This design comes from an exercise in tuning for small area, a short achievable clock period and few clock cycles on the open sky130 flow, not from production work. The RTL was checked by simulation tests, not by an equivalence proof against the original design. No activity file was given, so power comes from the tool's default toggle rates.

== job 101 ==
// luma12
module luma12 #(
    parameter integer P_MAX = 64
) (
    input  wire        clk,
    input  wire        rst_n,
    input  wire [25:0] paddr,
    input  wire        psel,
    input  wire        penable,
    input  wire        pwrite,
    input  wire [31:0] pwdata,
    input  wire [3:0]  pstrb,
    output wire [31:0] prdata,
    output wire        pready,
    output wire        pslverr,
    output wire        irq
);
    localparam integer IB_BYTES = 3 * P_MAX;
    localparam integer OB_BYTES = 2 * P_MAX;
    reg [31:0] ibw [0:IB_BYTES/4-1];    
    reg [31:0] obw [0:OB_BYTES/4-1];    
    reg        irq_en, meta_copy;
    reg        done, err, cmd_err;
    reg [1:0]  err_code;
    reg [7:0]  src_fmt;
    reg [15:0] width, height;
    reg [31:0] src_len, in_seq, in_sec, in_nsec;
    reg [15:0] out_w, out_h;
    reg [6:0]  out_n;
    reg [31:0] out_seq, out_sec, out_nsec;
    reg [31:0] frame_count, err_count;
    reg [33:0] hm_acc;
    reg [6:0]  hm_n;
    reg [4:0]  hm_cnt;
    wire       hm_done = hm_cnt[4];
    reg        eng_act;      
    reg [6:0]  eng_rp;       
    reg [5:0]  eng_ew;       
    reg [31:0] eng_w;        
    reg [31:16] eng_hold;    
    reg [6:0]  eng_np;       
    reg [5:0]  eng_p1;
    reg        eng_idle1;    
    reg        eng_v1;
    reg [17:0] eng_n;        
    reg [5:0]  eng_p2;
    reg        eng_v2;       
    wire        aligned = (paddr[1:0] == 2'b00);
    wire [1:0]  region  = paddr[25:24];
    wire [9:0]  reg_idx = paddr[11:2];
    wire reg_sel = (region == 2'b00) && (paddr[23:12] == 12'd0) && (reg_idx <= 10'd22);
    wire ib_sel  = (region == 2'b01) && (paddr[23:8] == 16'd0) && (paddr[7:0] < IB_BYTES);
  ...
Settings: LEC_CHECK=0, ABC_AREA=0, CAP_MARGIN=20, CORE_MARGIN=2, CORE_UTILIZATION=50, CTS_CLUSTER_DIAMETER=70, CTS_CLUSTER_SIZE=22, SLEW_MARGIN=20; clock period 18.0 ns.
standard.sh (not shown) runs the stock make flow with config.mk's settings and CLKGATE_MAP_FILE= SYNTH_SCRIPT=/design/flow/synth_recipe.tcl, a recipe that flattens the netlist after the stock synthesis.
==> flow/flow/run.sh <==
#!/bin/bash
set -euo pipefail
bash standard.sh SETUP_SLACK_MARGIN=13 TNS_END_PERCENT=100 MATCH_CELL_FOOTPRINT=0 finish > standard_flow.log 2>&1
Testbench counts of job 101, summed over its fixed seeds: cycles 12,698.
Relative to job 101, the following input files were edited for job 105:
Settings: changing CORE_UTILIZATION from 50 to 40; removing CTS_CLUSTER_DIAMETER (formerly 70); removing CTS_CLUSTER_SIZE (formerly 22).
Findings:
Looking at met3 demand-to-capacity share in global routing across job 105 and job 101, the one that comes out higher is job 101.
Die outline height in job 105 is 12% higher than in job 101
Of job 105 and job 101, the lower starting density of the core belongs to job 105.
Job 105 vs job 101: number of cell rows up by more than 10%
Going from job 101 to job 105, detailed-route wire length per cell shrank by about 11%; clock share of power +9.0 points; count of flip-flops and latches roughly the same.
Lower switching fraction of total power was reported by job 105, not job 101.
Of job 105 and job 101, it is job 105 that has the lower worst hold slack.
Looking at cell count after placement, job 105 sits 804 higher than job 101 does.
Mean post-synth cell area of job 101 is on par with job 105.

* * *

## run A
Another version of the RTL of luma12 (not shown whole).
For scale: ~3200 flip-flops, about 100 I/O pins, roughly 130000 um2 of cells after synthesis.
## luma12
module luma12 #(
    parameter integer P_MAX = 64
) (
    input  wire        clk,
    input  wire        rst_n,
    input  wire [25:0] paddr,
    input  wire        psel,
    input  wire        penable,
    input  wire        pwrite,
    input  wire [31:0] pwdata,
    input  wire [3:0]  pstrb,
    output wire [31:0] prdata,
    output wire        pready,
    output wire        pslverr,
    output wire        irq
);
Settings: LEC_CHECK=0, ABC_AREA=0, CAP_MARGIN=20, CORE_MARGIN=2, CORE_UTILIZATION=58, CTS_CLUSTER_DIAMETER=70, CTS_CLUSTER_SIZE=22, SLEW_MARGIN=20; clock period 18.0 ns.
==> flow/flow/run.sh <==
#!/bin/bash
set -euo pipefail
bash standard.sh SETUP_SLACK_MARGIN=12.4 TNS_END_PERCENT=100 MATCH_CELL_FOOTPRINT=0 finish > standard_flow.log 2>&1
Testbench counts of run A, summed over its fixed seeds: cycles 12,698.
## Diff of input files: run B against run A
- swapping 58 for 50 in CORE_UTILIZATION
==> flow/flow/run.sh <==
#!/bin/bash
set -euo pipefail
bash standard.sh SETUP_SLACK_MARGIN=13 TNS_END_PERCENT=100 MATCH_CELL_FOOTPRINT=0 finish > standard_flow.log 2>&1
[summary]
Run B: no failed stages, no open violations at the end
Floorplan check, run B vs run A: die outline larger in run B
In run B, share of the final layout cell area in sequential cells is lower than in run A.
As of run B, vias per cell had fallen by a few percent compared to run A.
In the flow results for run B and run A, the count of buffers not belonging to the clock network in the layout is larger on run B.
Run B vs run A: achievable frequency up in run B
Taking run A as the reference, in run B relative slew slack -5.9 points; share of power burned in combinational logic rose 0.6 points; leakage dissipation rose by 7.3%; number of cells on the worst reg-to-reg path held steady.
For run C, these inputs were changed with respect to run B:
- CORE_UTILIZATION changed from 50 to 40
- CTS_CLUSTER_SIZE removed (was 22)
- CTS_CLUSTER_DIAMETER removed (was 70)
Notes after the runs:
In run C the minimum clock period after layout turned out 0.014 ns lower than in run B.
Between run B and run C, worst reg-to-reg path cell count is higher for run B, run C comes in under that.
When run C is set beside run B, its core area turns out to be about 25% larger.
Compared with run B, in run C number of standard cells in the layout, taps in and fillers out saw an increase; detailed-routing wirelength on met1 increased about 2.2%.
Part of the power in the clock network up 9.7 points in run C wrt run B
Global-route wire length before repair on run C is up relative to run B.
[compare] base=run B new=run C: routed wire length went up; aggregate global-route resource usage moved down; number of instances in the synthesized netlist neither gained nor lost much; maximum buffer depth of the clock tree went up by 1.
Modified inputs, run D compared to run C
- a change of CORE_UTILIZATION from 40 to 50
- an added CTS_CLUSTER_SIZE of 22
- an added CTS_CLUSTER_DIAMETER of 70
==> flow/flow/run.sh <==
#!/bin/bash
set -euo pipefail
bash standard.sh SETUP_SLACK_MARGIN=12.4 TNS_END_PERCENT=100 MATCH_CELL_FOOTPRINT=0 finish > standard_flow.log 2>&1
## What came out
- When the final numbers for run D and run C were put side by side, the number of non-filler instances in the completed layout turned out to be smaller in run D.
- Going from run C to run D, setup slack after layout went down by 0.076 ns, tapcell count moved down, met2 layer usage reported by global route saw an increase, initial antenna violation count decreased 37%, largest net degree at the start of global routing -42%.
- Taking run C as the reference point, the number of detailed-route iterations in the first pass of run D rises by 1.
- In the tables for run D and run C, wire length reads higher with run C.

* * *

Another version of the RTL of luma12 (not shown whole).
Size: roughly 8900 cells after synthesis, ~3200 flip-flops, ~100 I/O pins, about 130000 µm² of cells after synthesis.
export LEC_CHECK = 0
export ABC_AREA = 0
export CAP_MARGIN = 20
export CORE_MARGIN = 2
export CORE_UTILIZATION = 40
export SLEW_MARGIN = 20
create_clock -name core_clock -period 18.0 [get_ports {clk}]
==> flow/flow/run.sh <==
#!/bin/bash
set -euo pipefail
bash standard.sh SETUP_SLACK_MARGIN=11 TNS_END_PERCENT=10 finish > standard_flow.log 2>&1
The first run passed the timing, design-rule and antenna checks.
Testbench counts at the start, summed over its fixed seeds: cycles 12,698.
Edit:
==> flow/run.sh (new file) <==
#!/bin/bash
# synth_recipe.tcl (not shown) runs the flow's synth.tcl, then flattens the netlist and writes it again
# the make line also repeats each setting of config.mk as NAME=value (left out here)
make -C /OpenROAD-flow-scripts/flow DESIGN_CONFIG=/design/flow/config.mk WORK_HOME=/design/flow/orfs CLKGATE_MAP_FILE= SYNTH_SCRIPT=/design/flow/synth_recipe.tcl finish
--- a/flow/config.mk
+++ b/flow/config.mk
@@ -8,5 +8,5 @@
 export ABC_AREA = 0
-export CAP_MARGIN = 20
+export CAP_MARGIN = 50
 export CORE_MARGIN = 2
-export CORE_UTILIZATION = 40
-export SLEW_MARGIN = 20
+export CORE_UTILIZATION = 50
+export SLEW_MARGIN = 50
removed: flow/flow/run.sh
removed: flow/standard.sh
The changed run completed with no timing, DRC or antenna violations.
Power falls by 0.46%.
Via count rises by about 0.44%.
Clock skew rises by 0.043 ns.
Wire length barely changes.
Combinational power rises by about 3%.
Cell area stays flat.
Count of clock-buffer cells in the layout rises by 37.

afterwards: timing with drivers on the ports:
The flow's constraints put no driver on any port. The routed layouts listed below were extracted and timed again, unchanged, in two steps.
Step 1, drivers: a clkbuf_16 drives clk and a buf_2 each remaining input, both assumed.
Step 2 times the ports against the registers' clock, not the clock port: input delays grow and output delays shrink by t, the midpoint of the rising clock arrivals with the driver on.
Three values: ideal, step 1, step 2; two values: the first two.
run	shift t [ns]	slack for setup (ns)	hold WS [ns]	worst data-port slew with drivers (ns)	pins driven straight from the clock port
job 101	0.982	12.196 / 12.100 / 11.275	0.337 / 0.337 / 0.337	0.28	1
job 105	1.006	12.293 / 12.194 / 11.188	0.330 / 0.330 / 0.330	0.23	1
run A	0.961	12.073 / 11.976 / 11.262	0.331 / 0.331 / 0.331	0.13	1
run B	1.012	12.215 / 12.107 / 11.194	0.335 / 0.335 / 0.335	0.25	1
run C	1.063	12.229 / 12.123 / 11.250	0.327 / 0.327 / 0.327	0.32	1
run D	0.970	12.153 / 12.068 / 11.352	0.321 / 0.321 / 0.321	0.13	1
the first run of note 3	1.018	10.760 / 10.718 / 9.700	0.323 / 0.323 / 0.323	0.16	1
the second run of note 3	1.034	10.297 / 10.232 / 9.198	0.312 / 0.312 / 0.312	0.16	1
After both steps setup and hold are still met in every run listed. The setup slack of job 105, which loses most, moves by -0.099 ns with the drivers and by -1.105 ns with both steps.
